From an optimization exercise on the open Yosys and OpenROAD flow, aimed at small area, a short achievable clock period and few clock cycles; shortcuts taken in it are not production practice.
RTL that was checked went through simulation tests only; none was proved equivalent to the original.
No functional check of the RTL was part of runs 1 to 3, 5 and 6.
Power figures rest on the tool's default switching activity, not on a simulated workload.

[flow/flow/run.sh]
#!/bin/bash
# Layout flow: the standard ORFS flow (standard.sh) with these make
# variables changed:
#   ADDER_MAP_FILE=   yosys leaves adders to abc instead of mapping them to
#                     the slow fa/ha cells (registers are unchanged)
#   ABC_AREA=1        abc's area script
#   SETUP_SLACK_MARGIN  repair_timing works on paths until this much slack
# The clock period and the constraints are the standard flow's, unchanged.
set -uo pipefail
bash standard.sh ADDER_MAP_FILE= ABC_AREA=1 SETUP_SLACK_MARGIN=6 finish > flow_make.log 2>&1
[flow/standard.sh]
#!/bin/bash
# synth_recipe.tcl (not shown) runs the flow's synth.tcl, then flattens the netlist and writes it again
# the make line also repeats each setting of config.mk as NAME=value (left out here)
make -C /OpenROAD-flow-scripts/flow DESIGN_CONFIG=/design/flow/config.mk WORK_HOME=/design/flow/orfs CLKGATE_MAP_FILE= SYNTH_SCRIPT=/design/flow/synth_recipe.tcl "${@:-finish}"
[flow/config.mk]
export PLATFORM = sky130hd
export DESIGN_NAME = jel_cap
export DESIGN_NICKNAME = jel_cap
export VERILOG_FILES = /design/flow/design.v
export SDC_FILE = /design/flow/constraint.sdc
export NUM_CORES = 4
export LEC_CHECK = 0
export CAP_MARGIN = 20
export CORE_MARGIN = 2
export CORE_UTILIZATION = 40
export SLEW_MARGIN = 20
[flow/constraint.sdc]
create_clock -name core_clock -period 10.0 [get_ports {clk}]
set_input_delay 2.0000 -clock core_clock [delete_from_list [all_inputs] [get_ports {clk}]]
set_output_delay 2.0000 -clock core_clock [all_outputs]
set_load 0.01 [all_outputs]
[flow/design.v]
module jel_cap (
    input  wire        clk,
    input  wire        rst,           
    input  wire        cmd_valid,
    output wire        cmd_ready,
    input  wire [2:0]  cmd_op,
    input  wire [31:0] cmd_arg,
    input  wire [7:0]  cmd_b,         
    input  wire [31:0] cmd_wb,        
    input  wire [31:0] cmd_hb,        
    input  wire        cmd_ecc,       
    input  wire        cmd_elen,      
    output reg         rsp_valid,
    output wire [7:0]  rsp_code,      
    output wire [31:0] rsp_value
);
    localparam OP_ECCLEN  = 3'd0;
    localparam OP_ECCCEIL = 3'd1;
    localparam OP_CAPECC  = 3'd2;
    localparam OP_RAWCAP  = 3'd3;
    localparam OP_CAP     = 3'd4;
    localparam C_OK       = 3'd0;     
    localparam C_BLOCKLEN = 3'd1;     
    localparam C_OPCODE   = 3'd2;     
    localparam C_FRAME    = 3'd3;     
    localparam C_CAPACITY = 3'd4;     
    localparam C_RESOURCE = 3'd5;     
    reg        rdy;           
    reg        s_mul, s_div, s_fin, s_post, s_err;
    reg        first;         
    reg        f_ecclen, f_eccceil, f_capecc, f_raw, f_cap;
    reg        ecc, elen;
    reg [2:0]  code;
    reg [31:0] acc;           
    reg        ovf;           
    reg [31:0] y;             
    reg        ybig;          
    reg [31:0] h;             
    reg [7:0]  ptr;           
    reg [7:0]  d;             
    reg [7:0]  k;             
    reg [9:0]  k3;            
    reg [7:0]  rem;
    reg [3:0]  dq;            
    assign cmd_ready = rdy;
    assign rsp_value = acc;
    assign rsp_code  = {1'b0,
                        code == C_RESOURCE,
                        code == C_CAPACITY,
                        code == C_BLOCKLEN || code == C_OPCODE || code == C_FRAME || code == C_RESOURCE,
                        code == C_FRAME,
                        code == C_OPCODE,
                        code == C_BLOCKLEN || code == C_OPCODE || code == C_CAPACITY || code == C_RESOURCE,
                        1'b0};
    wire accept = cmd_valid && rdy;
    function automatic [7:0] top_nib(input [31:0] x);
        reg [7:0] nz;
        integer i;
        begin
            for (i = 0; i < 8; i = i + 1) nz[i] = |x[4*i +: 4];
            nz[0] = 1'b1;
            for (i = 0; i < 8; i = i + 1) top_nib[i] = nz[i] & ~|(nz >> (i + 1));
        end
    endfunction
    wire [9:0] d1 = {2'b00, d};
    wire [9:0] d2 = {1'b0, d, 1'b0};
    wire [9:0] d3;
    wire       d3_co;
    skadd #(.W(10)) u_d3 (.a(d1), .b(d2), .cin(1'b0), .s(d3), .cout(d3_co));
    wire [3:0] nib;
    genvar gi;
    generate
        for (gi = 0; gi < 4; gi = gi + 1) begin : g_nib
            wire [7:0] col;
            genvar gj;
            for (gj = 0; gj < 8; gj = gj + 1) begin : g_col
                assign col[gj] = h[4*gj + gi] & ptr[gj];
            end
            assign nib[gi] = |col;
        end
    endgenerate
    wire [9:0] stA, stB;
    r4step u_sa (.t({rem, nib[3:2]}), .a1(d1), .a2(d2), .a3(d3), .qr(stA));
    r4step u_sb (.t({stA[7:0], nib[1:0]}), .a1(d1), .a2(d2), .a3(d3), .qr(stB));
    wire s_dq = s_div | s_fin;
    wire inc  = s_fin & (f_ecclen | (f_eccceil & (rem != 8'd0)));
    wire [11:0] k1x = {4'd0, k};
    wire [11:0] k2x = {3'd0, k, 1'b0};
    wire [11:0] k3x = {2'd0, k3};
    wire [11:0] k4x = {2'd0, k, 2'b00};
    wire [1:0]  qa = dq[3:2];
    wire [2:0]  qb = {1'b0, dq[1:0]} + {2'b00, inc};
    wire [11:0] ma = ({12{qa == 2'd1}} & k1x) | ({12{qa == 2'd2}} & k2x) |
                     ({12{qa == 2'd3}} & k3x);
    wire [11:0] mb = ({12{qb == 3'd1}} & k1x) | ({12{qb == 3'd2}} & k2x) |
                     ({12{qb == 3'd3}} & k3x) | ({12{qb == 3'd4}} & k4x);
    wire [31:0] opa  = s_dq ? {acc[27:0], 4'b0000} : acc;
    wire [31:0] row0 = ({32{s_mul & h[0]}} & {1'b0, y[30:0]}) |
                       ({32{s_dq}} & {18'd0, ma, 2'b00}) |
                       ({32{s_post & elen}} & 32'hFFFF_FFFC);
    wire [31:0] row1 = ({32{s_mul & h[1]}} & {1'b0, y[29:0], 1'b0}) |
                       ({32{s_dq}} & {20'd0, mb});
    wire pre_ovf = s_mul ? (((h[0] | h[1]) & (ybig | y[31])) | (h[1] & y[30]))
                         : (acc[31:27] != 5'd0);
    wire [31:0] cs_s = opa ^ row0 ^ row1;
    wire [31:0] cs_c = (opa & row0) | (opa & row1) | (row0 & row1);
    wire [32:0] sum;
    wire        sum_co;
    skadd #(.W(33)) u_add (.a({1'b0, cs_s}), .b({cs_c, 1'b0}), .cin(1'b0), .s(sum), .cout(sum_co));
    wire ovf_n = ovf | pre_ovf | sum[32] | sum[31];
    wire mul_last = (h[31:2] == 30'd0);
    wire cap_bad = (acc[31:3] == 29'd0) && (elen ? (acc[2:0] <= 3'd4) : (acc[2:0] == 3'd0));
    wire [7:0] k_n = f_ecclen ? d + 8'd5 : f_eccceil ? d : d - 8'd5;
    wire d_le4  = (d <= 8'd4);
    wire b_err  = f_ecclen ? (d >= 8'd251 || d == 8'd0) :
                  (f_eccceil | f_capecc) ? d_le4 :
                  f_cap ? (ecc & d_le4) : 1'b0;
    wire op_err = ~(f_ecclen | f_eccceil | f_capecc | f_raw | f_cap);
    wire [2:0] err_code = op_err ? C_OPCODE :
                          (f_ecclen && d == 8'd0) ? C_FRAME : C_BLOCKLEN;
    wire is_mulop = (cmd_op == OP_RAWCAP) || (cmd_op == OP_CAP);
    always @(posedge clk) begin
        if (rst) begin
            rdy       <= 1'b1;
            s_mul     <= 1'b0;
            s_div     <= 1'b0;
            s_fin     <= 1'b0;
            s_post    <= 1'b0;
            s_err     <= 1'b0;
            rsp_valid <= 1'b0;
        end else begin
            rsp_valid <= 1'b0;
            s_fin     <= 1'b0;
            s_err     <= 1'b0;
            s_post    <= 1'b0;
            if (accept) begin
                rdy <= 1'b0;
                if (is_mulop) s_mul <= 1'b1;
                else          s_div <= 1'b1;
            end
            if (s_mul && mul_last) begin
                s_mul <= 1'b0;
                if (ovf_n) begin
                    s_err <= 1'b1;
                    code  <= C_RESOURCE;
                end else if (f_raw) begin
                    rdy       <= 1'b1;
                    rsp_valid <= 1'b1;
                    code      <= C_OK;
                end else if (ecc) begin
                    s_div <= 1'b1;
                end else begin
                    s_post <= 1'b1;
                end
            end
            if (s_div && ptr[0]) begin
                s_div <= 1'b0;
                s_fin <= 1'b1;
            end
            if (s_fin) begin
                if (f_cap) begin
                    s_post <= 1'b1;
                end else if (ovf_n) begin
                    s_err <= 1'b1;
                    code  <= C_RESOURCE;
                end else begin
                    rdy       <= 1'b1;
                    rsp_valid <= 1'b1;
                    code      <= C_OK;
                end
            end
            if (s_post) begin
                if (cap_bad) begin
                    s_err <= 1'b1;
                    code  <= C_CAPACITY;
                end else begin
                    rdy       <= 1'b1;
                    rsp_valid <= 1'b1;
                    code      <= C_OK;
                end
            end
            if (first && (b_err || op_err)) begin
                s_mul     <= 1'b0;
                s_div     <= 1'b0;
                s_fin     <= 1'b0;
                s_post    <= 1'b0;
                s_err     <= 1'b1;
                rdy       <= 1'b0;
                rsp_valid <= 1'b0;
                code      <= err_code;
            end
            if (s_err) begin
                rdy       <= 1'b1;
                rsp_valid <= 1'b1;
            end
        end
    end
    always @(posedge clk) begin
        first <= accept && !rst;
        k     <= k_n;
        k3    <= {2'b00, k_n} + {1'b0, k_n, 1'b0};
        acc <= sum[31:0];
        rem <= stB[7:0];
        dq  <= {stA[9:8], stB[9:8]};
        if (rdy || s_err || (s_mul && mul_last && f_cap && ecc))
            acc <= 32'd0;
        if (rdy || s_mul) begin
            rem <= 8'd0;
            dq  <= 4'd0;
        end
        if (rdy) begin
            f_ecclen  <= (cmd_op == OP_ECCLEN);
            f_eccceil <= (cmd_op == OP_ECCCEIL);
            f_capecc  <= (cmd_op == OP_CAPECC);
            f_raw     <= (cmd_op == OP_RAWCAP);
            f_cap     <= (cmd_op == OP_CAP);
            ecc       <= cmd_ecc;
            elen      <= cmd_elen;
            ovf       <= 1'b0;
            ybig      <= 1'b0;
            y         <= cmd_wb;
            h         <= is_mulop ? cmd_hb : cmd_arg;
            ptr       <= top_nib(cmd_arg);
            d         <= (cmd_op == OP_ECCLEN) ? cmd_b - 8'd5 : cmd_b;
        end
        if (s_mul) begin
            ovf  <= ovf_n;
            ybig <= ybig | y[31] | y[30];
            y    <= {y[29:0], 2'b00};
            h    <= {2'b00, h[31:2]};
            if (mul_last && f_cap && ecc) begin
                h   <= sum[31:0];
                ptr <= (y[31:30] != 2'b00) ? 8'h80 : top_nib({y[29:0], 2'b00});
            end
        end
        if (s_div) begin
            ovf <= ovf_n;
            ptr <= {1'b0, ptr[7:1]};
        end
    end
endmodule
module r4step (
    input  wire [9:0] t,
    input  wire [9:0] a1,
    input  wire [9:0] a2,
    input  wire [9:0] a3,
    output wire [9:0] qr
);
    wire [9:0] s1, s2, s3;
    wire       c1, c2, c3;    
    skadd #(.W(10)) u1 (.a(t), .b(~a1), .cin(1'b1), .s(s1), .cout(c1));
    skadd #(.W(10)) u2 (.a(t), .b(~a2), .cin(1'b1), .s(s2), .cout(c2));
    skadd #(.W(10)) u3 (.a(t), .b(~a3), .cin(1'b1), .s(s3), .cout(c3));
    assign qr = c3 ? {2'd3, s3[7:0]} :
                c2 ? {2'd2, s2[7:0]} :
                c1 ? {2'd1, s1[7:0]} :
                     {2'd0, t[7:0]};
endmodule
module skadd #(parameter W = 36) (
    input  wire [W-1:0] a,
    input  wire [W-1:0] b,
    input  wire         cin,
    output wire [W-1:0] s,
    output wire         cout
);
    localparam L = $clog2(W + 1);
    wire [W:0] gg [0:L];
    wire [W:0] pp [0:L];
    assign gg[0] = {a & b, cin};
    assign pp[0] = {a ^ b, 1'b0};
    genvar l, i;
    generate
        for (l = 0; l < L; l = l + 1) begin : g_lv
            for (i = 0; i <= W; i = i + 1) begin : g_bt
                if ((i >> l) & 1) begin : g_op
                    localparam integer J = ((i >> l) << l) - 1;
                    assign gg[l+1][i] = gg[l][i] | (pp[l][i] & gg[l][J]);
                    assign pp[l+1][i] = pp[l][i] & pp[l][J];
                end else begin : g_pass
                    assign gg[l+1][i] = gg[l][i];
                    assign pp[l+1][i] = pp[l][i];
                end
            end
        end
    endgenerate
    assign s    = (a ^ b) ^ gg[L][W-1:0];
    assign cout = gg[L][W];
endmodule
==> flow_summary_export.csv, run 1 <==
group,metric,value,unit
clock_tree,clock-sinks,161,
place,dpl_cell_area,15700,sq um
yosys,ys_seq_area_frac,0.2921,
drt,vias_per_cell,5.380,
power,power_density,215.1,nW/um^2
drt,firstDrtPassIters,6,
floorplanning,fp.dieH,190.0,microns
yosys,syn_area,13840,sq um
floorplanning,fp-row-count,68,
place,dpl.hpwl,38.93,mm
drt,via_count,15780,
worst_setup_path,cp-startpoint,"d[2]$_DFFE_PP_",
global_route,grt_overflow_total,0,
yosys,synth_cell_types,59,
clock_tree,cts.clk_slew.worst_paths,0.07,ns
place,gp_congestion,0.9764,
worst_setup_path,path_class,"reg2reg",
place,place_inst,2820,
global_route,grt_pass1_vias,14400,
cells_and_area,finalInstanceArea,17690,sq um
worst_setup_path,start_kind,"flop",
worst_setup_path,critPathArrivalTime,4.23,ns
min_path,hold_path_class,"reg2reg",
clock_tree,htreeDepth,4,
timing,fin_worst_skew,0.01162,ns
clock_tree,clockBufferDepth,2,
drt,wl,52.71,mm
yosys,ys.flop_type,"edfxtp_1",
global_route,grt_max_degree,95,
timing,maxSlewHeadroom,0.2146,
worst_setup_path,required,10.37,ns
clock_tree,ctsHoldBuffers,0,
clock_tree,insertion_delay,0.44,ns
timing,hold_viol,0,
drt,drtAntennaViolNets,0,
floorplanning,start_util,0.4037,
cells_and_area,post-route-util,0.5160,
power,switching_share,0.4769,
run,maxCapViolations,0,
clock_tree,cts_buffers,17,
timing,fin_crit,3.865,ns
timing,fin_tns_setup,0,ns
clock_tree,clockRootBuffer,"clkbuf_16",
yosys,synthCells,2268,
min_path,worstHoldStart,"s_err$_SDFF_PP0_",
power,finalPower,3.806,mW
clock_tree,cts_tree,"done",
worst_setup_path,critical_path.max_fanout,9,
cells_and_area,num_antenna_cells,0,
yosys,syn_area_per_cell,6.104,sq um
global_route,grt_pass1_wl,77.80,mm
yosys,yosysWarnings,3,
timing,max_clock_freq,258.7,MHz
floorplanning,die_x,190.0,microns
floorplanning,io_pins,154,
place,port_buffers,151,
timing,setup_viol,0,
drt,drt_iter0_drc,1440,
power,p_leak,8.378,nW
timing,rsz0062_at_grt,"yes",
worst_setup_path,end_kind,"flop",
floorplanning,core,34290,sq um
worst_setup_path,rr_startpoint,"d[2]$_DFFE_PP_",
power,max-vdd-ir-drop,0.2501,mV
drt,drc_errors,0,
timing,setup_ws,6.135,ns
global_route,grt_util_all_layers,0.2777,
global_route,antenna_found_initial,0,
timing,post-route-period-util,0.3865,
power,p_sw,1.815,mW
power,p_clk_frac,0.170,
timing,hold_slack,0.4997,ns
timing,drv_slew,0,
run_status,status,"timing/DRC/antenna clean",
cells_and_area,area_growth,27.81,%
cells_and_area,drive_above_1_share,0.1332,
floorplanning,die_area,36110,sq um
drt,wl_per_cell,17.97,microns
cells_and_area,finish.net_count,2577,
cells_and_area,fill_cells,3475,
cells_and_area,final_common_cell,"nand2_1",
power,combPwrFrac,0.587,
place,preCtsSetupSlack,5.212,ns
power,pwr-share-seq,0.243,
yosys,synthArstFlopShare,0,
yosys,synth_edf_count,82,
cells_and_area,final_cell_mix,"nand2_1 (602), inv_1 (322), nor2_1 (230), o21ai_0 (202), clkdlybuf4s50_1 (150)",
power,p_int,1.991,mW
yosys,synth_seq_cells,161,
timing,worst_slew_pin_slew,1.167,ns
cells_and_area,final_cells,2933,
[metal layers]
layer	global-route usage	share of wire
met1	0.3684	0.43
met2	0.4471	0.45
met3	0.03302	0.075
met4	0.1377	0.053
met5	0	0
[synth_stat cells, types with 5 or more instances]
cell type  count  area, sq um
nand2_1      651         2444
a21oi_1       82        410.4
buf_2         11        55.05
or2_2         18        112.6
a31oi_1        5        31.28
buf_1          9        33.78
clkbuf_1      33        123.9
a221oi_1       7        61.31
edfxtp_1      82         2462
o22ai_1       22        137.6
buf_4         14        105.1
o21ai_1        6        30.03
nor2_1       246        923.4
a21boi_0       6        45.04
o21ai_0      224         1121
nor4_1        29        181.4
dfxtp_1       79         1582
xor2_1        64        560.5
o211ai_1       6        45.04
nand2_2       20        125.1
nand3_2        8        80.08
xnor2_1       27        236.5
nor3_1        23        115.1
nand4_1       32        200.2
inv_1        340         1276
nand3_1      156        780.8
o21a_1         5        37.54
[cell type report]
| type | count | area, sq um | area share |
|---|---|---|---|
| clock buffer | 21 | 491.7 | 0.02779 |
| clock inverter | 11 | 76.32 | 0.004314 |
| inverter | 344 | 1319 | 0.07453 |
| multi-input combinational | 1697 | 8746 | 0.4943 |
| sequential | 161 | 4068 | 0.2299 |
| tap | 455 | 569.3 | 0.03218 |
| timing repair buffer | 243 | 2416 | 0.1366 |
| timing repair inverter | 1 | 7.507 | 0.0004243 |
[sequential cells by signal, summed over array words and instances, names as in the netlist, 3 cells and up]
register,flops
h,32
rem,8
code,3
y,32
ptr,8
k3,10
dq,4
k,7
d,8
acc,32
[path summary, 6_finish.rpt]
kind	end	slack [ns]	depth (start not counted)
setup / recovery	rem[4]$_SDFF_PP0_	6.13	26
hold / removal	rdy$_SDFF_PP1_	0.50	2
setup reg to reg	rem[4]$_SDFF_PP0_	6.13	26
hold reg to reg	rdy$_SDFF_PP1_	0.50	2
[kinds of logic after synthesis]
| family | count (synthesis) | synth area share |
|---|---|---|
| AO/OA/AOI/OAI | 400 | 0.1621 |
| XOR/XNOR | 91 | 0.05757 |
| buffers and inverters | 414 | 0.1182 |
| flip-flops | 161 | 0.2921 |
| multiplexers | 3 | 0.002169 |
| other | 1 | 0.0002709 |
| AND/OR/NAND/NOR | 1198 | 0.3675 |
[power groups by stage]
stage / sequential [mW] / combinational, mW / clock (mW)
3_3_place_gp: 0.937 / 1.73 / 0
4_1_cts: 0.919 / 1.86 / 0.657
2_1_floorplan: 0.882 / 1.32 / 0
3_5_place_dp: 0.936 / 1.75 / 0
5_1_grt: 0.933 / 2.45 / 0.681
6_report: 0.925 / 2.24 / 0.646
[what timing repair did]
item                                    4_1_cts  5_1_grt
endpoints found under the setup margin       72       63
gates cloned                                  2        7
buffers inserted                             26       46
gates resized for setup                      41      177
pin swaps                                     4       38
[worst max-delay path, stage by stage (launching register included)]
cell	delay, ns
edfxtp_1	0.52
buf_6	0.19
buf_4	0.18
o21ai_1	0.14
o21ai_1	0.09
inv_1	0.09
nand2_2	0.09
o21ai_4	0.22
nand2_2	0.12
nand2_2	0.09
nand2_1	0.10
nor3b_4	0.32
a21oi_4	0.11
buf_12	0.15
nand2_2	0.11
nand2_2	0.10
nand2_1	0.11
nand2_1	0.09
nor2_1	0.13
nand3_1	0.10
nand3_2	0.10
nand2_2	0.10
nand2_4	0.13
nand2_1	0.06
o21ai_0	0.08
nand2_1	0.10
a21oi_2	0.17
==> run 2: changes to the inputs <==
--- a/flow/flow/run.sh
+++ b/flow/flow/run.sh
@@ -9,2 +9,2 @@
 set -uo pipefail
-bash standard.sh ADDER_MAP_FILE= ABC_AREA=1 SETUP_SLACK_MARGIN=6 finish > flow_make.log 2>&1
+bash standard.sh ADDER_MAP_FILE= ABC_AREA=1 SETUP_SLACK_MARGIN=6.3 finish > flow_make.log 2>&1
==> flow_summary_export.csv, run 2 <==
group,metric,value,unit
cells_and_area,final_common_cell,"nand2_1",
yosys,ys_seq_area_frac,0.2921,
timing,fin_crit,3.893,ns
worst_setup_path,critPathMaxStageDelay,0.36,ns
cells_and_area,num_antenna_cells,0,
worst_setup_path,critPathArrivalTime,4.09,ns
drt,firstDrtPassIters,5,
worst_setup_path,cp_slowest_cell,"dfxtp_4",
yosys,synthCells,2268,
clock_tree,clockBufferDepth,2,
worst_setup_path,start_kind,"flop",
worst_setup_path,required,10.20,ns
cells_and_area,final_cells,2994,
timing,fin_tns_setup,0,ns
global_route,grt_overflow_total,0,
drt,wl_per_cell,18.82,microns
yosys,yosysWarnings,3,
run,maxCapViolations,0,
clock_tree,clock-sinks,161,
clock_tree,cts_buffers,17,
worst_setup_path,end_kind,"flop",
timing,hold_slack,0.4988,ns
worst_setup_path,path_class,"reg2reg",
floorplanning,die_area,36110,sq um
drt,via_count,16390,
yosys,syn_area_per_cell,6.104,sq um
yosys,synth_most_common_cell,"nand2_1",
timing,worst_slew_pin_slew,1.211,ns
min_path,hold_path_class,"reg2reg",
global_route,grt_pass1_wl,81.81,mm
place,port_buffers,151,
floorplanning,fp.dieH,190.0,microns
yosys,ys.flop_type,"edfxtp_1",
timing,fin_worst_skew,0.01246,ns
cells_and_area,area_growth,40.37,%
yosys,synthArstFlopShare,0,
timing,setup_viol,0,
drt,vias_per_cell,5.474,
floorplanning,fp-row-count,68,
yosys,synth_top_area_frac,0.1779,
global_route,antenna_found_initial,0,
floorplanning,io_pins,154,
cells_and_area,finish.net_count,2638,
worst_setup_path,r2r_setup_slack,6.11,ns
cells_and_area,drive_above_1_share,0.2257,
global_route,grt_max_degree,95,
yosys,yosys-top-cells-count,"nand2_1 (651), inv_1 (340), nor2_1 (246)",
power,p_leak,9.154,nW
place,preCtsSetupSlack,5.212,ns
global_route,grt_pass1_vias,15030,
yosys,synth_cell_types,59,
timing,max_clock_freq,256.9,MHz
cells_and_area,reg.largest.list,"acc (32), h (32), y (32)",
timing,post-route-period-util,0.3893,
yosys,synth_edf_count,82,
clock_tree,cts_tree,"done",
yosys,syn_area,13840,sq um
timing,rsz0062_at_grt,"yes",
clock_tree,ctsHoldBuffers,0,
place,place_inst,2820,
timing,setup_ws,6.107,ns
timing,maxSlewHeadroom,0.1851,
worst_setup_path,critical_path.max_fanout,19,
drt,drc_errors,0,
power,power_density,225.1,nW/um^2
global_route,grt_util_all_layers,0.2928,
place,gp_congestion,0.9764,
clock_tree,insertion_delay,0.44,ns
cells_and_area,final_cell_mix,"nand2_1 (521), inv_1 (315), nor2_1 (215), o21ai_0 (169), clkdlybuf4s50_1 (142)",
timing,drv_slew,0,
floorplanning,core,34290,sq um
yosys,yosys-top-cells-area,"edfxtp_1 (18%), nand2_1 (18%), dfxtp_1 (11%)",
drt,wl,56.36,mm
clock_tree,htreeDepth,4,
run_status,status,"timing/DRC/antenna clean",
yosys,synth_seq_cells,161,
drt,drt_iter0_drc,1619,
clock_tree,cts.clk_slew.worst_paths,0.07,ns
floorplanning,start_util,0.4037,
power,max-vdd-ir-drop,0.2961,mV
yosys,synth_area_leader_cell,"edfxtp_1",
floorplanning,die_x,190.0,microns
place,dpl.hpwl,38.93,mm
timing,hold_viol,0,
clock_tree,clockRootBuffer,"clkbuf_16",
drt,drtAntennaViolNets,0,
==> run 2: final timing paths <==
| path | from | to | cells after the start |
|---|---|---|---|
| setup / recovery | s_mul$_SDFFE_PP0P_ | h[27]$_DFFE_PP_ | 26 |
| hold / removal | s_div$_SDFF_PP0_ | ptr[7]$_SDFF_PP0_ | 1 |
| setup reg to reg | s_mul$_SDFFE_PP0P_ | h[27]$_DFFE_PP_ | 26 |
| hold reg to reg | s_div$_SDFF_PP0_ | ptr[7]$_SDFF_PP0_ | 1 |
==> run 2: timing repair <==
| action | in CTS | in global routing |
|---|---|---|
| setup buffers | 72 | 55 |
| resized for setup | 183 | 352 |
| pin swaps | 40 | 123 |
| gates cloned | 9 | 6 |
| endpoints found under the setup margin | 85 | 69 |
==> run 2: stage by stage <==
stage / total power [mW] / area (sq um) / util
2_1_floorplan: 2.205 / 13850 / -
4_1_cts: 3.699 / 17650 / 0.5146
6_report: 4.374 / 19430 / 0.5667
5_1_grt: 4.634 / 19430 / 0.5667
3_3_place_gp: 2.669 / 15700 / 0.4578
3_5_place_dp: 2.687 / 15700 / 0.4578
==> run 2: area by class of cell <==
class,count,area [sq um]
Clock buffer,21,491.7
Clock inverter,11,76.32
Fill cell,3230,14860
Inverter,344,1344
Multi-Input combinational cell,1696,9763
Sequential cell,161,4074
Tap cell,455,569.3
Timing Repair Buffer,305,3107
Timing Repair inverter,1,7.507
==> run 2: logic make-up (layout without fill, tap and decap cells) <==
family | Yosys count | count (layout) | share of synthesized area
DFF | 161 | 161 | 0.2921
xor gates and xnor gates | 91 | 91 | 0.05757
muxes | 3 | 3 | 0.002169
buffers and inverters | 414 | 682 | 0.1182
other | 1 | 2 | 0.0002709
and+or+nand+nor | 1198 | 1200 | 0.3675
AOI/OAI and AO/OA | 400 | 400 | 0.1621
==> run 2: metal layers <==
layer  track usage  wire length (microns)  vias to the layer above
met5             0                      0                        -
met4        0.1485                   3093                        0
met3       0.03523                   4188                      152
met2        0.4780                  25810                      744
met1        0.3816                  23270                     7628
li1              -                      -                     7864
==> run 2: where the power goes <==
part | internal [mW] | switching [mW]
Sequential | 0.812 | 0.117
Combinational | 1.12 | 1.68
Clock | 0.353 | 0.296
Total | 2.28 | 2.09
==> run 2: worst max-delay path: cells and delay by family, from the launching register on <==
family / cells / cell delay (ns)
DFF: 1 / 0.36
buffers and inverters: 6 / 0.63
AOI/OAI and AO/OA: 5 / 0.88
and+or+nand+nor: 14 / 1.53
xor gates and xnor gates: 1 / 0.23
==> run 3: changes to the inputs <==
==> flow/flow/run.sh (replaced) <==
#!/bin/bash
# Layout flow: the standard ORFS flow (standard.sh), with these make
# variables changed (the clock period and the constraints are the standard flow's):
#   ADDER_MAP_FILE=     yosys leaves adders to abc instead of mapping them to
#                       the fa/ha cells (the registers are the same)
#   ABC_AREA=1          abc's area script
#   SETUP_SLACK_MARGIN  repair_timing works on paths until this much slack
#   BUFFER_PORTS_ARGS   the cell that buffers each input and output port
#   CTS_BUF_LIST        the clock tree's buffers
# Each step's full log is in orfs/logs/, make's own output in flow_make.log.
set -uo pipefail
bash standard.sh ADDER_MAP_FILE= ABC_AREA=1 SETUP_SLACK_MARGIN=6 'BUFFER_PORTS_ARGS=-buffer_cell sky130_fd_sc_hd__buf_1' CTS_BUF_LIST=sky130_fd_sc_hd__clkbuf_8 finish > flow_make.log 2>&1
==> flow_summary_export.csv, run 3 <==
group,metric,value,unit
worst_setup_path,required,10.26,ns
drt,wl,52.40,mm
yosys,syn_area_per_cell,6.104,sq um
cells_and_area,final_common_cell,"nand2_1",
clock_tree,insertion_delay,0.51,ns
floorplanning,io_pins,154,
global_route,grt_pass1_vias,14240,
yosys,synthCells,2268,
run_status,status,"timing/DRC/antenna clean",
yosys,synthArstFlopShare,0,
timing,fin_tns_setup,0,ns
cells_and_area,drive_above_1_share,0.1292,
timing,maxSlewHeadroom,0.1599,
yosys,yosys-top-cells-count,"nand2_1 (651), inv_1 (340), nor2_1 (246)",
cells_and_area,reg.largest.list,"acc (32), h (32), y (32)",
worst_setup_path,crit_top_cell,"nand2_1",
floorplanning,die_x,190.0,microns
timing,drv_slew,0,
cells_and_area,area_growth,19.30,%
clock_tree,clock-sinks,161,
yosys,synth_cell_types,59,
min_path,hold_path_class,"reg2reg",
timing,fin_crit,3.880,ns
power,power_density,214.8,nW/um^2
yosys,synth_most_common_cell,"nand2_1",
power,max-vdd-ir-drop,0.2210,mV
cells_and_area,finish.net_count,2561,
drt,drtAntennaViolNets,0,
drt,drt_iter0_drc,1430,
floorplanning,die_area,36110,sq um
place,gp_congestion,0.9875,
floorplanning,core,34290,sq um
timing,max_clock_freq,257.8,MHz
yosys,synth_edf_count,82,
worst_setup_path,cp_slowest_cell,"dfxtp_4",
worst_setup_path,path_class,"reg2reg",
drt,via_count,15820,
cells_and_area,final_cell_mix,"nand2_1 (598), inv_1 (325), nor2_1 (229), o21ai_0 (205), buf_1 (151)",
yosys,synth_top_area_frac,0.1779,
timing,post-route-period-util,0.3880,
drt,drc_errors,0,
clock_tree,cts.clk_slew.worst_paths,0.10,ns
clock_tree,cts_tree,"done",
power,p_leak,7.846,nW
yosys,synth_area_leader_cell,"edfxtp_1",
timing,fin_worst_skew,0.02375,ns
global_route,grt_util_all_layers,0.2736,
floorplanning,fp.dieH,190.0,microns
yosys,synth_seq_cells,161,
floorplanning,fp-row-count,68,
global_route,grt_overflow_total,0,
clock_tree,htreeDepth,4,
yosys,yosysWarnings,3,
drt,vias_per_cell,5.424,
global_route,antenna_found_initial,1,
yosys,syn_area,13840,sq um
yosys,ys_seq_area_frac,0.2921,
timing,worst_slew_pin_slew,1.249,ns
place,dpl.hpwl,38.24,mm
clock_tree,clockRootBuffer,"clkbuf_8",
drt,firstDrtPassIters,8,
drt,wl_per_cell,17.97,microns
timing,setup_viol,0,
yosys,yosys-top-cells-area,"edfxtp_1 (18%), nand2_1 (18%), dfxtp_1 (11%)",
timing,hold_viol,0,
clock_tree,clockBufferDepth,2,
timing,rsz0062_at_grt,"yes",
worst_setup_path,critical_path.max_fanout,19,
cells_and_area,num_antenna_cells,0,
worst_setup_path,critPathMaxStageDelay,0.39,ns
global_route,grt_pass1_wl,76.57,mm
place,port_buffers,151,
cells_and_area,fill_cells,3646,
worst_setup_path,start_kind,"flop",
yosys,ys.flop_type,"edfxtp_1",
power,finalPower,3.547,mW
worst_setup_path,critPathArrivalTime,4.14,ns
worst_setup_path,end_kind,"flop",
run,maxCapViolations,0,
floorplanning,start_util,0.4037,
clock_tree,cts_buffers,17,
global_route,grt_max_degree,95,
## run 3: kinds of logic after synthesis
family	Yosys count	share of synthesized area
simple gates	1198	0.3675
mux	3	0.002169
buf+inv	414	0.1182
compound gates	400	0.1621
xor+xnor	91	0.05757
flops	161	0.2921
other cells	1	0.0002709
## run 3: critical path, delay by kind of cell (launching register included)
family / cells / cell delay, ns
AO/OA/AOI/OAI: 2 / 0.56
XOR/XNOR: 2 / 0.33
buffers and inverters: 7 / 0.68
flip-flops: 1 / 0.39
AND/OR/NAND/NOR: 17 / 1.65
## run 3: layer usage
metal / track usage / up-vias / part of all wire
met4: 0.1202 / 0 / 0.038
met2: 0.4319 / 678 / 0.45
li1: - / 7694 / -
met5: 0 / - / 0
met1: 0.3688 / 7351 / 0.44
met3: 0.04427 / 98 / 0.076
## run 3: layout make-up
type	instances	area, sq um	share of cell area
Clock buffer	17	234.0	0.01417
Timing Repair inverter	1	7.507	0.0004546
Sequential cell	161	4074	0.2467
Clock inverter	15	171.4	0.01038
Tap cell	455	569.3	0.03447
Timing Repair Buffer	229	1371	0.08304
Inverter	344	1309	0.07925
Multi-Input combinational cell	1695	8778	0.5316
## run 3: final timing paths
kind,start,endpoint,slack [ns],cells after the start
worst max-delay path,s_mul$_SDFFE_PP0P_,h[18]$_DFFE_PP_,6.12,28
worst min-delay path,s_err$_SDFF_PP0_,rdy$_SDFF_PP1_,0.51,2
worst max register to register,s_mul$_SDFFE_PP0P_,h[18]$_DFFE_PP_,6.12,28
worst min register to register,s_err$_SDFF_PP0_,rdy$_SDFF_PP1_,0.51,2
## run 3: timing repair
item                       4_1_cts  5_1_grt
setup buffers                   25       35
gates cloned                     1        7
hold endpoints to repair         0        0
setup endpoints to repair       61       55
gates resized for setup         47      173
hold buffers                     0        0
pin swaps                        4       39
## run 3: report_power, final
| part | internal, mW | switching [mW] |
|---|---|---|
| Combinational | 0.736 | 1.35 |
| Sequential | 0.812 | 0.120 |
| Clock | 0.230 | 0.295 |
| Total | 1.78 | 1.77 |
## run 3: through the flow
step           instances  hold WS, ns  instance area (sq um)  worst slack [ns]  utilization
2_1_floorplan       2269       0.4259                  13850             6.552            -
3_3_place_gp        2817       0.4748                  14730             5.422       0.4296
3_5_place_dp        2817       0.4798                  14730             5.358       0.4296
4_1_cts             2875       0.5126                  15500             6.000       0.4521
5_1_grt             2917       0.5273                  16510             5.907       0.4816
6_report            2917       0.5116                  16510             6.120       0.4816
==> run 4: changes to the inputs <==
--- a/flow/design.v
+++ b/flow/design.v
@@ -265,3 +265,4 @@
 );
-    localparam L = $clog2(W + 1);
+    localparam L = (W + 1 <= 2) ? 1 : (W + 1 <= 4) ? 2 : (W + 1 <= 8) ? 3 :
+                   (W + 1 <= 16) ? 4 : (W + 1 <= 32) ? 5 : 6;
     wire [W:0] gg [0:L];
==> flow_summary_export.csv, run 4 <==
group,metric,value,unit
yosys,synth_seq_cells,161,
drt,vias_per_cell,5.424,
yosys,syn_area_per_cell,6.104,sq um
floorplanning,fp-row-count,68,
min_path,hold_path_class,"reg2reg",
worst_setup_path,critPathMaxStageDelay,0.39,ns
timing,post-route-period-util,0.3880,
power,power_density,214.8,nW/um^2
clock_tree,clockBufferDepth,2,
clock_tree,insertion_delay,0.51,ns
timing,hold_viol,0,
yosys,synth_top_area_frac,0.1779,
yosys,ys_seq_area_frac,0.2921,
yosys,synthArstFlopShare,0,
worst_setup_path,start_kind,"flop",
timing,maxSlewHeadroom,0.1599,
cells_and_area,num_antenna_cells,0,
drt,wl,52.40,mm
timing,rsz0062_at_grt,"yes",
global_route,grt_pass1_vias,14240,
worst_setup_path,critical_path.max_fanout,19,
global_route,grt_util_all_layers,0.2736,
drt,drc_errors,0,
place,gp_congestion,0.9875,
worst_setup_path,end_kind,"flop",
global_route,grt_pass1_wl,76.57,mm
timing,setup_viol,0,
cells_and_area,register_area,4074,sq um
clock_tree,htreeDepth,4,
timing,drv_slew,0,
clock_tree,cts_buffers,17,
drt,wl_per_cell,17.97,microns
drt,drtAntennaViolNets,0,
cells_and_area,final_common_cell,"nand2_1",
drt,drt_iter0_drc,1430,
timing,fin_crit,3.880,ns
place,port_buffers,151,
yosys,synth_area_leader_cell,"edfxtp_1",
cells_and_area,final_cell_mix,"nand2_1 (598), inv_1 (325), nor2_1 (229), o21ai_0 (205), buf_1 (151)",
clock_tree,cts.clk_slew.worst_paths,0.10,ns
yosys,synth_edf_count,82,
run_status,status,"timing/DRC/antenna clean",
cells_and_area,area_growth,19.30,%
drt,firstDrtPassIters,8,
global_route,grt_max_degree,95,
clock_tree,clockRootBuffer,"clkbuf_8",
floorplanning,die_x,190.0,microns
floorplanning,io_pins,154,
floorplanning,fp.dieH,190.0,microns
timing,max_clock_freq,257.8,MHz
yosys,yosys-top-cells-count,"nand2_1 (651), inv_1 (340), nor2_1 (246)",
worst_setup_path,cp_slowest_cell,"dfxtp_4",
cells_and_area,fill_cells,3646,
yosys,synth_cell_types,59,
yosys,yosysWarnings,3,
timing,fin_tns_setup,0,ns
yosys,synthCells,2268,
cells_and_area,drive_above_1_share,0.1292,
cells_and_area,finish.net_count,2561,
floorplanning,die_area,36110,sq um
clock_tree,clock-sinks,161,
clock_tree,cts_tree,"done",
floorplanning,start_util,0.4037,
yosys,ys.flop_type,"edfxtp_1",
yosys,yosys-top-cells-area,"edfxtp_1 (18%), nand2_1 (18%), dfxtp_1 (11%)",
run,maxCapViolations,0,
clock_tree,ctsHoldBuffers,0,
worst_setup_path,critPathArrivalTime,4.14,ns
yosys,synth_most_common_cell,"nand2_1",
place,dpl.hpwl,38.24,mm
cells_and_area,final_cells,2917,
worst_setup_path,required,10.26,ns
place,place_inst,2817,
power,p_leak,7.846,nW
worst_setup_path,path_class,"reg2reg",
power,max-vdd-ir-drop,0.2210,mV
drt,via_count,15820,
timing,fin_worst_skew,0.02375,ns
global_route,antenna_found_initial,1,
timing,worst_slew_pin_slew,1.249,ns
worst_setup_path,crit_top_cell,"nand2_1",
cells_and_area,reg.largest.list,"acc (32), h (32), y (32)",
global_route,grt_overflow_total,0,
yosys,syn_area,13840,sq um
cells_and_area,multi_input_area,8778,sq um
floorplanning,core,34290,sq um
run 4: cells by family (layout without fill, tap and decap cells):
logic type                count (synthesis)  count (layout)  share of synthesized area
xor gates and xnor gates                 91              91                    0.05757
other                                     1               2                  0.0002709
and+or+nand+nor                        1198            1199                     0.3675
DFF                                     161             161                     0.2921
AOI/OAI and AO/OA                       400             400                     0.1621
muxes                                     3               3                   0.002169
buffers and inverters                   414             606                     0.1182
run 4: path summary, 6_finish.rpt:
path,start,end,slack [ns],cells after the start
setup / recovery,s_mul$_SDFFE_PP0P_,h[18]$_DFFE_PP_,6.12,28
hold / removal,s_err$_SDFF_PP0_,rdy$_SDFF_PP1_,0.51,2
setup reg to reg,s_mul$_SDFFE_PP0P_,h[18]$_DFFE_PP_,6.12,28
hold reg to reg,s_err$_SDFF_PP0_,rdy$_SDFF_PP1_,0.51,2
run 4: final cells by class:
class / count / share of cell area
clock buffer: 17 / 0.01417
inverter: 344 / 0.07925
clock inverter: 15 / 0.01038
sequential: 161 / 0.2467
tap: 455 / 0.03447
timing repair buffer: 229 / 0.08304
multi-input combinational: 1695 / 0.5316
timing repair inverter: 1 / 0.0004546
run 4: stage by stage:
stage               hold slack [ns]  worst slack, ns    util  area (sq um)  power (mW)
floorplan                    0.4259            6.552       -         13850       2.205
global placement             0.4748            5.422  0.4296         14730       2.613
detailed placement           0.4798            5.358  0.4296         14730       2.629
CTS                          0.5126            6.000  0.4521         15500       3.208
global route                 0.5273            5.907  0.4816         16510       3.790
finish                       0.5116            6.120  0.4816         16510       3.547
run 4: power breakdown:
group          switching (mW)  internal (mW)  total [mW]
combinational            1.35          0.736        2.09
sequential              0.120          0.812       0.933
clock                   0.295          0.230       0.525
total                    1.77           1.78        3.55
run 4: per-layer routing:
layer,wire length (microns),global-route usage
met5,0,0
met4,2014,0.1202
met1,22820,0.3688
met2,23570,0.4319
met3,3991,0.04427
run 4: critical path: cells and delay by family, from the launching register on:
| kind | cells | cell delay, ns |
|---|---|---|
| xor+xnor | 2 | 0.33 |
| compound gates | 2 | 0.56 |
| simple gates | 17 | 1.65 |
| buf+inv | 7 | 0.68 |
| flops | 1 | 0.39 |
run 4: timing repair:
action / 4_1_cts / 5_1_grt
setup endpoints to repair: 61 / 55
buffers inserted: 25 / 35
pin swaps: 4 / 39
resized for setup: 47 / 173
cloned: 1 / 7
Testbench counts of run 4, summed over its fixed seeds: cycles 10,805.
==> run 5: changes to the inputs <==
--- a/flow/design.v
+++ b/flow/design.v
@@ -265,4 +265,3 @@
 );
-    localparam L = (W + 1 <= 2) ? 1 : (W + 1 <= 4) ? 2 : (W + 1 <= 8) ? 3 :
-                   (W + 1 <= 16) ? 4 : (W + 1 <= 32) ? 5 : 6;
+    localparam L = $clog2(W + 1);
     wire [W:0] gg [0:L];
--- a/flow/flow/run.sh
+++ b/flow/flow/run.sh
@@ -5,3 +5,5 @@
 #                       the fa/ha cells (the registers are the same)
-#   ABC_AREA=1          abc's area script
+#   ABC_AREA=1          abc's area script, here replaced by the one below
+#   SCRIPTS_DIR         a copy of ORFS's scripts with only that abc script
+#                       changed
 #   SETUP_SLACK_MARGIN  repair_timing works on paths until this much slack
@@ -11,2 +13,5 @@
 set -uo pipefail
-bash standard.sh ADDER_MAP_FILE= ABC_AREA=1 SETUP_SLACK_MARGIN=6 'BUFFER_PORTS_ARGS=-buffer_cell sky130_fd_sc_hd__buf_1' CTS_BUF_LIST=sky130_fd_sc_hd__clkbuf_8 finish > flow_make.log 2>&1
+rm -rf scripts_own
+cp -r "$FLOW_HOME/scripts" scripts_own
+cp flow/abc_area.script scripts_own/abc_area.script
+bash standard.sh ADDER_MAP_FILE= ABC_AREA=1 SCRIPTS_DIR=$PWD/scripts_own SETUP_SLACK_MARGIN=6 'BUFFER_PORTS_ARGS=-buffer_cell sky130_fd_sc_hd__buf_1' CTS_BUF_LIST=sky130_fd_sc_hd__clkbuf_8 finish > flow_make.log 2>&1
==> flow/flow/abc_area.script (new file) <==
strash
dch
amap
topo
stime -c
buffer -c
upsize -c
dnsize -c
==> flow_summary_export.csv, run 5 <==
group,metric,value,unit
cells_and_area,post-route-util,0.5348,
worst_setup_path,path_buf_inv,5,
global_route,grt_overflow_total,0,
timing,setup_viol,0,
worst_setup_path,critPathMaxStageDelay,0.38,ns
worst_setup_path,start_kind,"flop",
run_status,status,"timing/DRC/antenna clean",
drt,drt_iter0_drc,1319,
floorplanning,fp-row-count,64,
clock_tree,clock-sinks,161,
cells_and_area,drive_above_1_share,0.2452,
clock_tree,cts_tree,"done",
drt,via_count,14320,
yosys,yosys-top-cells-area,"edfxtp_1 (20%), nor2_1 (13%), dfxtp_1 (13%)",
cells_and_area,reg.largest.list,"acc (32), h (32), y (32)",
cells_and_area,fill_cells,2913,
yosys,synthCells,1759,
yosys,ys.flop_type,"edfxtp_1",
clock_tree,cts.clk_slew.worst_paths,0.12,ns
power,switching_share,0.4539,
cells_and_area,final_common_cell,"nor2_1",
timing,post-route-period-util,0.5434,
yosys,synth_area_leader_cell,"edfxtp_1",
clock_tree,htreeDepth,4,
yosys,synth_seq_cells,161,
floorplanning,io_pins,154,
drt,wl,45.73,mm
drt,drc_errors,0,
global_route,antenna_found_initial,0,
place,port_buffers,151,
yosys,syn_area,12260,sq um
yosys,synth_most_common_cell,"nor2_1",
timing,drv_slew,0,
global_route,grt_pass1_vias,12020,
global_route,grt_max_degree,93,
power,power_density,217.0,nW/um^2
cells_and_area,final_cell_mix,"nor2_1 (364), o21ai_0 (151), buf_1 (151), nand2_1 (133), inv_1 (126)",
timing,maxSlewHeadroom,0.09206,
floorplanning,core,30350,sq um
power,p_sw,1.599,mW
timing,fin_crit,5.434,ns
yosys,synthArstFlopShare,0,
power,max-vdd-ir-drop,0.1830,mV
timing,hold_viol,0,
power,p_clk_frac,0.150,
worst_setup_path,cp_slowest_cell,"dfxtp_4",
yosys,yosysWarnings,3,
worst_setup_path,path_class,"reg2reg",
timing,worst_slew_pin_slew,1.362,ns
run,maxCapViolations,0,
yosys,synth_top_area_frac,0.2009,
cells_and_area,area_growth,32.39,%
worst_setup_path,cp_top_family,"simple AND/OR/NAND/NOR gates",
drt,drtAntennaViolNets,0,
place,preCtsSetupSlack,3.989,ns
timing,max_clock_freq,184.0,MHz
timing,setup_ws,4.566,ns
worst_setup_path,required,10.21,ns
yosys,syn_area_per_cell,6.969,sq um
power,pwr-share-seq,0.255,
drt,firstDrtPassIters,6,
yosys,synth_edf_count,82,
timing,rsz0062_at_grt,"yes",
drt,vias_per_cell,5.860,
floorplanning,fp.dieH,179.1,microns
drt,wl_per_cell,18.72,microns
floorplanning,start_util,0.4039,
worst_setup_path,critPathArrivalTime,5.64,ns
floorplanning,die_area,32060,sq um
worst_setup_path,end_kind,"flop",
clock_tree,cts_buffers,17,
clock_tree,insertion_delay,0.50,ns
place,dpl.hpwl,32.14,mm
power,p_int,1.923,mW
power,combPwrFrac,0.596,
cells_and_area,finish.net_count,2146,
global_route,grt_util_all_layers,0.2622,
power,p_leak,5.951,nW
yosys,synth_cell_types,81,
place,gp_congestion,0.8932,
timing,fin_tns_setup,0,ns
cells_and_area,num_antenna_cells,0,
yosys,ys_seq_area_frac,0.3299,
cells_and_area,register_area,4055,sq um
timing,fin_worst_skew,0.02574,ns
cells_and_area,multi_input_area,8506,sq um
clock_tree,clockBufferDepth,2,
floorplanning,die_x,179.1,microns
yosys,yosys-top-cells-count,"nor2_1 (431), o21ai_0 (183), nand2_1 (148)",
worst_setup_path,critical_path.max_fanout,6,
clock_tree,clockRootBuffer,"clkbuf_8",
global_route,grt_pass1_wl,65.23,mm
min_path,hold_path_class,"reg2reg",
## run 5: changes by cell type after synthesis, sizes merged, moves of 52 or more
cell | previous run | this run
inv | 343 | 147
a21oi | 87 | 139
nor2 | 248 | 439
xor2 | 64 | 3
nand2 | 671 | 152
nand3 | 165 | 52
## run 5: power by group through the flow
stage	clock, mW	combinational (mW)	sequential [mW]
2_1_floorplan	0	1.12	0.866
3_3_place_gp	0	1.37	0.909
3_5_place_dp	0	1.38	0.908
4_1_cts	0.532	1.79	0.889
5_1_grt	0.552	2.25	0.905
6_report	0.527	2.10	0.896
## run 5: layout make-up
cell class,instances,share of cell area
well taps,396,0.03053
repair buffers,324,0.1294
clock buffers,18,0.01526
flip-flops and latches,161,0.2498
repair inverters,1,0.0004625
clock inverters,14,0.01172
inverters,154,0.03878
multi-input cells,1375,0.5241
## run 5: worst min-delay path, stage by stage (launching register included)
cell,delay (ns)
dfxtp_1,0.35
nor2_1,0.07
o311ai_1,0.07
## run 5: path summary, 6_finish.rpt
path,start,endpoint,slack (ns),depth (start not counted)
hold / removal,s_err$_SDFF_PP0_,rdy$_SDFF_PP1_,0.50,2
setup / recovery,rem[5]$_SDFF_PP0_,h[29]$_DFFE_PP_,4.57,36
hold reg to reg,s_err$_SDFF_PP0_,rdy$_SDFF_PP1_,0.50,2
setup reg to reg,rem[5]$_SDFF_PP0_,h[29]$_DFFE_PP_,4.57,36
## run 5: repair_timing
item / in CTS / in global routing
setup buffers: 95 / 66
pin swaps: 41 / 121
endpoints found under the setup margin: 75 / 77
gates resized for setup: 72 / 263
gates cloned: 2 / 1
hold buffers: 0 / 0
## run 5: cell families after synthesis
family | synth area share
flip-flops | 0.3299
XOR/XNOR | 0.002144
AO/OA/AOI/OAI | 0.3283
AND/OR/NAND/NOR | 0.2674
other | 0.0003059
buffers and inverters | 0.07195
## run 5: metal layers
| metal | part of all wire | track usage | up-vias |
|---|---|---|---|
| li1 | - | - | 6910 |
| met1 | 0.47 | 0.4072 | 6678 |
| met2 | 0.42 | 0.3768 | 675 |
| met3 | 0.087 | 0.04368 | 54 |
| met4 | 0.015 | 0.05217 | 0 |
| met5 | 0 | 0 | - |
## run 5: metrics by stage
stage / cells / power, mW / hold WS (ns) / area [sq um]
after floorplan: 1760 / 1.988 / 0.4313 / 12360
after global placement: 2246 / 2.280 / 0.4740 / 13190
after detailed placement: 2247 / 2.292 / 0.4724 / 13200
after CTS: 2376 / 3.211 / 0.5063 / 14670
after global routing: 2443 / 3.711 / 0.5432 / 16230
final: 2443 / 3.522 / 0.5046 / 16230
==> run 6: changes to the inputs <==
--- a/flow/design.v
+++ b/flow/design.v
@@ -32,2 +32,3 @@
     reg        ecc, elen;
+    reg        divdone;       
     reg [2:0]  code;
@@ -56,8 +57,29 @@
     function automatic [7:0] top_nib(input [31:0] x);
-        reg [7:0] nz;
+        reg [3:0] bz, tb, nh;
+        integer j;
+        begin
+            for (j = 0; j < 4; j = j + 1) begin
+                bz[j] = |x[8*j +: 8];
+                nh[j] = |x[8*j+4 +: 4];
+            end
+            tb[3] = bz[3];
+            tb[2] = bz[2] & ~bz[3];
+            tb[1] = bz[1] & ~(bz[3] | bz[2]);
+            tb[0] = ~(bz[3] | bz[2] | bz[1]);
+            for (j = 0; j < 4; j = j + 1) begin
+                top_nib[2*j+1] = tb[j] & nh[j];
+                top_nib[2*j]   = tb[j] & ~nh[j];
+            end
+        end
+    endfunction
+    function automatic [3:0] top_val(input [31:0] x);
+        begin
+            top_val = nib_at(x, top_nib(x));
+        end
+    endfunction
+    function automatic [3:0] nib_at(input [31:0] x, input [7:0] p);
         integer i;
         begin
-            for (i = 0; i < 8; i = i + 1) nz[i] = |x[4*i +: 4];
-            nz[0] = 1'b1;
-            for (i = 0; i < 8; i = i + 1) top_nib[i] = nz[i] & ~|(nz >> (i + 1));
+            nib_at = 4'd0;
+            for (i = 0; i < 8; i = i + 1) nib_at = nib_at | (x[4*i +: 4] & {4{p[i]}});
         end
@@ -69,14 +91,3 @@
     skadd #(.W(10)) u_d3 (.a(d1), .b(d2), .cin(1'b0), .s(d3), .cout(d3_co));
-    wire [3:0] nib;
-    genvar gi;
-    generate
-        for (gi = 0; gi < 4; gi = gi + 1) begin : g_nib
-            wire [7:0] col;
-            genvar gj;
-            for (gj = 0; gj < 8; gj = gj + 1) begin : g_col
-                assign col[gj] = h[4*gj + gi] & ptr[gj];
-            end
-            assign nib[gi] = |col;
-        end
-    endgenerate
+    wire [3:0] nib = nib_at(h, ptr);
     wire [9:0] stA, stB;
@@ -96,8 +107,7 @@
                      ({12{qb == 3'd3}} & k3x) | ({12{qb == 3'd4}} & k4x);
+    wire        sel0 = (s_mul & h[0]) | s_post;
+    wire        sel1 = s_mul & h[1];
     wire [31:0] opa  = s_dq ? {acc[27:0], 4'b0000} : acc;
-    wire [31:0] row0 = ({32{s_mul & h[0]}} & {1'b0, y[30:0]}) |
-                       ({32{s_dq}} & {18'd0, ma, 2'b00}) |
-                       ({32{s_post & elen}} & 32'hFFFF_FFFC);
-    wire [31:0] row1 = ({32{s_mul & h[1]}} & {1'b0, y[29:0], 1'b0}) |
-                       ({32{s_dq}} & {20'd0, mb});
+    wire [31:0] row0 = ({32{sel0}} & y) | ({32{s_dq}} & {18'd0, ma, 2'b00});
+    wire [31:0] row1 = ({32{sel1}} & {y[30:0], 1'b0}) | ({32{s_dq}} & {20'd0, mb});
     wire pre_ovf = s_mul ? (((h[0] | h[1]) & (ybig | y[31])) | (h[1] & y[30]))
@@ -121,2 +131,10 @@
     wire is_mulop = (cmd_op == OP_RAWCAP) || (cmd_op == OP_CAP);
+    wire [7:0] in_top   = top_nib(cmd_arg);
+    wire       in_big   = (cmd_op == OP_ECCLEN) ? (cmd_b > 8'd20) : (cmd_b > 8'd15);
+    wire       in_skip  = in_big && (|cmd_arg[31:4]);
+    wire [7:0] in_ptr   = in_big ? {1'b0, in_top[7:2], in_top[1] | in_top[0]} : in_top;
+    wire [7:0] acc_top  = top_nib(acc);
+    wire       acc_big  = (d > 8'd15);
+    wire       acc_skip = acc_big && (|acc[31:4]);
+    wire [7:0] acc_ptr  = acc_big ? {1'b0, acc_top[7:2], acc_top[1] | acc_top[0]} : acc_top;
     always @(posedge clk) begin
@@ -149,4 +167,2 @@
                     code      <= C_OK;
-                end else if (ecc) begin
-                    s_div <= 1'b1;
                 end else begin
@@ -172,3 +188,5 @@
             if (s_post) begin
-                if (cap_bad) begin
+                if (ecc && !divdone) begin
+                    s_div <= 1'b1;
+                end else if (cap_bad) begin
                     s_err <= 1'b1;
@@ -204,5 +222,5 @@
         dq  <= {stA[9:8], stB[9:8]};
-        if (rdy || s_err || (s_mul && mul_last && f_cap && ecc))
+        if (rdy || s_err || (s_post && ecc && !divdone))
             acc <= 32'd0;
-        if (rdy || s_mul) begin
+        if (rdy || s_mul || s_post) begin
             rem <= 8'd0;
@@ -210,2 +228,6 @@
         end
+        if (rdy && in_skip)
+            rem <= {4'd0, nib_at(cmd_arg, in_top)};
+        if (s_post && acc_skip)
+            rem <= {4'd0, nib_at(acc, acc_top)};
         if (rdy) begin
@@ -218,2 +240,3 @@
             elen      <= cmd_elen;
+            divdone   <= 1'b0;
             ovf       <= 1'b0;
@@ -222,3 +245,3 @@
             h         <= is_mulop ? cmd_hb : cmd_arg;
-            ptr       <= top_nib(cmd_arg);
+            ptr       <= in_ptr;
             d         <= (cmd_op == OP_ECCLEN) ? cmd_b - 8'd5 : cmd_b;
@@ -230,10 +253,14 @@
             h    <= {2'b00, h[31:2]};
-            if (mul_last && f_cap && ecc) begin
-                h   <= sum[31:0];
-                ptr <= (y[31:30] != 2'b00) ? 8'h80 : top_nib({y[29:0], 2'b00});
-            end
+            if (mul_last)
+                y <= elen ? 32'hFFFF_FFFC : 32'd0;    
         end
         if (s_div) begin
-            ovf <= ovf_n;
-            ptr <= {1'b0, ptr[7:1]};
+            ovf  <= ovf_n;
+            ptr  <= {1'b0, ptr[7:1]};
+        end
+        if (s_fin)
+            divdone <= 1'b1;
+        if (s_post && ecc && !divdone) begin
+            h    <= acc;
+            ptr  <= acc_ptr;
         end
@@ -265,3 +292,4 @@
 );
-    localparam L = $clog2(W + 1);
+    localparam L = (W + 1 <= 2) ? 1 : (W + 1 <= 4) ? 2 : (W + 1 <= 8) ? 3 :
+                   (W + 1 <= 16) ? 4 : (W + 1 <= 32) ? 5 : 6;
     wire [W:0] gg [0:L];
==> flow/flow/run.sh (replaced) <==
#!/bin/bash
# Layout flow: the standard ORFS flow (standard.sh), with these make
# variables changed (the clock period and the constraints are the standard flow's):
#   ADDER_MAP_FILE=     yosys leaves adders to abc instead of mapping them to
#                       the fa/ha cells (the registers are the same)
#   ABC_AREA=1          abc's area script
#   SETUP_SLACK_MARGIN  repair_timing works on paths until this much slack
#   BUFFER_PORTS_ARGS   the cell that buffers each input and output port
#   CTS_BUF_LIST        the clock tree's buffers
# Each step's full log is in orfs/logs/, make's own output in flow_make.log.
set -uo pipefail
bash standard.sh ADDER_MAP_FILE= ABC_AREA=1 SETUP_SLACK_MARGIN=6 'BUFFER_PORTS_ARGS=-buffer_cell sky130_fd_sc_hd__buf_1' CTS_BUF_LIST=sky130_fd_sc_hd__clkbuf_8 finish > flow_make.log 2>&1
removed: flow/flow/abc_area.script
==> flow_summary_export.csv, run 6 <==
group,metric,value,unit
drt,drt_iter0_drc,1367,
power,p_clk_frac,0.125,
drt,drc_errors,0,
power,power_density,234.8,nW/um^2
clock_tree,cts_buffers,17,
drt,vias_per_cell,5.550,
global_route,grt_pass1_vias,14760,
timing,worst_slew_pin_slew,1.040,ns
worst_setup_path,critPathArrivalTime,4.20,ns
yosys,syn_area,14550,sq um
timing,rsz0062_at_grt,"yes",
min_path,hold_path_class,"reg2reg",
yosys,yosys-top-cells-area,"edfxtp_1 (19%), nand2_1 (16%), dfxtp_1 (9.6%)",
power,switching_share,0.5075,
drt,via_count,16570,
yosys,synthArstFlopShare,0,
worst_setup_path,critPathMaxStageDelay,0.60,ns
floorplanning,die_area,37910,sq um
cells_and_area,post-route-util,0.4800,
global_route,grt_util_all_layers,0.2763,
yosys,synth_top_area_frac,0.1899,
power,p_sw,2.040,mW
clock_tree,clockRootBuffer,"clkbuf_8",
cells_and_area,reg.largest.list,"acc (32), h (32), y (32)",
global_route,grt_overflow_total,0,
timing,drv_slew,0,
worst_setup_path,ff2ff_path_depth,29,
clock_tree,htreeDepth,4,
cells_and_area,drive_above_1_share,0.1390,
worst_setup_path,crit_chain,"buf_1 > inv_1 > nor3_1 > inv_1 > nand2_1 > buf_4 > inv_1 > o21ai_0 > o221ai_1",
power,max-vdd-ir-drop,0.1442,mV
timing,fin_tns_setup,0,ns
clock_tree,insertion_delay,0.50,ns
drt,wl,55.52,mm
floorplanning,core,35660,sq um
timing,hold_viol,0,
timing,post-route-period-util,0.3967,
clock_tree,clock-sinks,162,
worst_setup_path,path_buf_inv,5,
floorplanning,start_util,0.4080,
global_route,grt_max_degree,71,
worst_setup_path,cp_slowest_cell,"o21ai_0",
floorplanning,fp.dieH,194.7,microns
yosys,synth_area_leader_cell,"edfxtp_1",
cells_and_area,final_common_cell,"nand2_1",
timing,fin_crit,3.967,ns
floorplanning,die_x,194.7,microns
drt,firstDrtPassIters,6,
worst_setup_path,r2r_setup_slack,6.15,ns
worst_setup_path,end_kind,"flop",
worst_setup_path,critical_path.max_fanout,35,
cells_and_area,num_antenna_cells,0,
timing,max_clock_freq,252.1,MHz
worst_setup_path,cp_top_family,"buffers and inverters",
clock_tree,cts_tree,"done",
clock_tree,cts.clk_slew.worst_paths,0.10,ns
run_status,status,"timing/DRC/antenna clean",
drt,wl_per_cell,18.59,microns
place,gp_congestion,0.9337,
timing,hold_slack,0.4581,ns
floorplanning,fp-row-count,69,
yosys,synthCells,2307,
yosys,synth_edf_count,92,
yosys,synth_seq_cells,162,
timing,setup_viol,0,
worst_setup_path,required,10.23,ns
place,place_inst,2865,
yosys,yosys-top-cells-count,"nand2_1 (632), inv_1 (284), nor2_1 (261)",
worst_setup_path,crit_top_cell,"inv_1",
cells_and_area,finalInstanceArea,17110,sq um
yosys,syn_area_per_cell,6.305,sq um
yosys,synth_most_common_cell,"nand2_1",
yosys,yosysWarnings,3,
place,dpl_cell_area,15420,sq um
timing,fin_worst_skew,0.02003,ns
cells_and_area,final_cell_mix,"nand2_1 (600), inv_1 (283), nor2_1 (246)",
worst_setup_path,cp.depth,9,
global_route,antenna_found_initial,1,
power,finalPower,4.019,mW
cells_and_area,area_growth,17.65,%
yosys,ys_seq_area_frac,0.2863,
yosys,synth_cell_types,68,
min_path,whs_path_depth,2,
cells_and_area,finish.net_count,2624,
place,port_buffers,151,
drt,drtAntennaViolNets,0,
clock_tree,clockBufferDepth,2,
cells_and_area,final_cells,2986,
power,p_leak,7.981,nW
power,p_int,1.979,mW
power,combPwrFrac,0.631,
place,dpl.hpwl,41.32,mm
global_route,grt_pass1_wl,81.44,mm
yosys,ys.flop_type,"edfxtp_1",
timing,maxSlewHeadroom,0.3058,
timing,setup_ws,6.033,ns
run,maxCapViolations,0,
place,preCtsSetupSlack,5.283,ns
worst_setup_path,start_kind,"primary input",
power,pwr-share-seq,0.244,
worst_setup_path,path_class,"in2reg",
floorplanning,io_pins,154,
run 6: cell types whose count changed after synthesis, moves of 17 or more:
cell | previous run | this run
xnor2_1 | 0 | 17
o32ai_1 | 42 | 1
nor2_1 | 431 | 261
nand4_1 | 9 | 29
nand3_1 | 52 | 162
xor2_1 | 3 | 50
nand2_1 | 148 | 632
inv_1 | 134 | 284
nand2_2 | 4 | 41
clkbuf_1 | 50 | 33
o22ai_1 | 66 | 15
o21ai_0 | 183 | 154
run 6: tightest hold or removal path, stage by stage, from the launching register on:
cell	delay (ns)
dfxtp_1	0.33
nand2_1	0.06
nand2_1	0.04
run 6: power groups by stage:
| stage | registers [mW] | logic, mW | clock network [mW] |
|---|---|---|---|
| detailed placement | 0.987 | 2.07 | 0 |
| global placement | 0.992 | 2.04 | 0 |
| CTS | 0.968 | 2.14 | 0.506 |
| finish | 0.981 | 2.53 | 0.503 |
| floorplan | 0.917 | 1.64 | 0 |
| global route | 0.990 | 2.79 | 0.532 |
run 6: cell families (layout without fill, tap and decap cells):
| group | Yosys count | count (layout) | share of synthesized area |
|---|---|---|---|
| compound gates | 457 | 457 | 0.1900 |
| xor+xnor | 68 | 68 | 0.04146 |
| buf+inv | 373 | 585 | 0.1051 |
| flops | 162 | 162 | 0.2863 |
| other cells | 1 | 2 | 0.0002578 |
| simple gates | 1246 | 1251 | 0.3769 |
run 6: path summary, 6_finish.rpt:
check                       start                    to
max reg2reg        d[2]$_DFFE_PP_        rem[0]$_DFF_P_
min reg2reg  divdone$_SDFFE_PP1P_  divdone$_SDFFE_PP1P_
min          divdone$_SDFFE_PP1P_  divdone$_SDFFE_PP1P_
max                     cmd_op[1]       h[12]$_DFFE_PP_
run 6: metal layers:
metal	up-vias	GRT usage	part of all wire
li1	8060	-	-
met1	7705	0.3603	0.42
met2	696	0.4669	0.47
met3	111	0.04130	0.071
met4	0	0.09402	0.033
met5	-	0	0
run 6: layout make-up:
class                   count  area (sq um)
fillers                  3660         18540
multi-input cells        1778          9383
flip-flops and latches    162          4188
repair buffers            244          1386
inverters                 308          1191
well taps                 461         576.8
clock buffers              19         261.5
clock inverters            13         120.1
repair inverters            1         7.507
run 6: what timing repair did:
action	CTS	global route
hold buffers	0	0
gates resized for setup	18	128
cloned	3	5
setup endpoints to repair	28	29
pin swaps	2	45
buffers inserted	22	59

-- re-timing with driven ports --
In the flow no input, the clock included, has a driving cell. The finished layouts below were timed again as built, in two steps. Step 1 (the two cells are an assumption about what drives the block):
set clk [get_ports {clk}]
set_driving_cell -lib_cell sky130_fd_sc_hd__clkbuf_16 $clk
set_driving_cell -lib_cell sky130_fd_sc_hd__buf_2 [delete_from_list [all_inputs] $clk]
Step 2 also shifts input and output timing later by t, the mid clock arrival at the registers, as if the neighbouring blocks saw the same clock. Slacks: no drivers / after step 1 / after step 2; pairs: no drivers / after step 1.
run	shift t [ns]	setup slack, ns	worst register clock-pin slew, ns
run 1	0.490	6.135 / 6.097 / 5.716	0.07 / 0.07
run 2	0.491	6.107 / 6.107 / 5.938	0.07 / 0.07
run 3	0.544	6.120 / 6.120 / 5.693	0.11 / 0.11
run 4	0.544	6.120 / 6.120 / 5.693	0.11 / 0.11
run 5	0.532	4.566 / 4.566 / 4.566	0.12 / 0.12
run 6	0.545	6.033 / 6.064 / 5.519	0.11 / 0.11
After both steps every run listed still meets setup and hold. The setup slack of run 6, which loses most, moves by +0.031 ns with the drivers and by -0.514 ns with both steps.
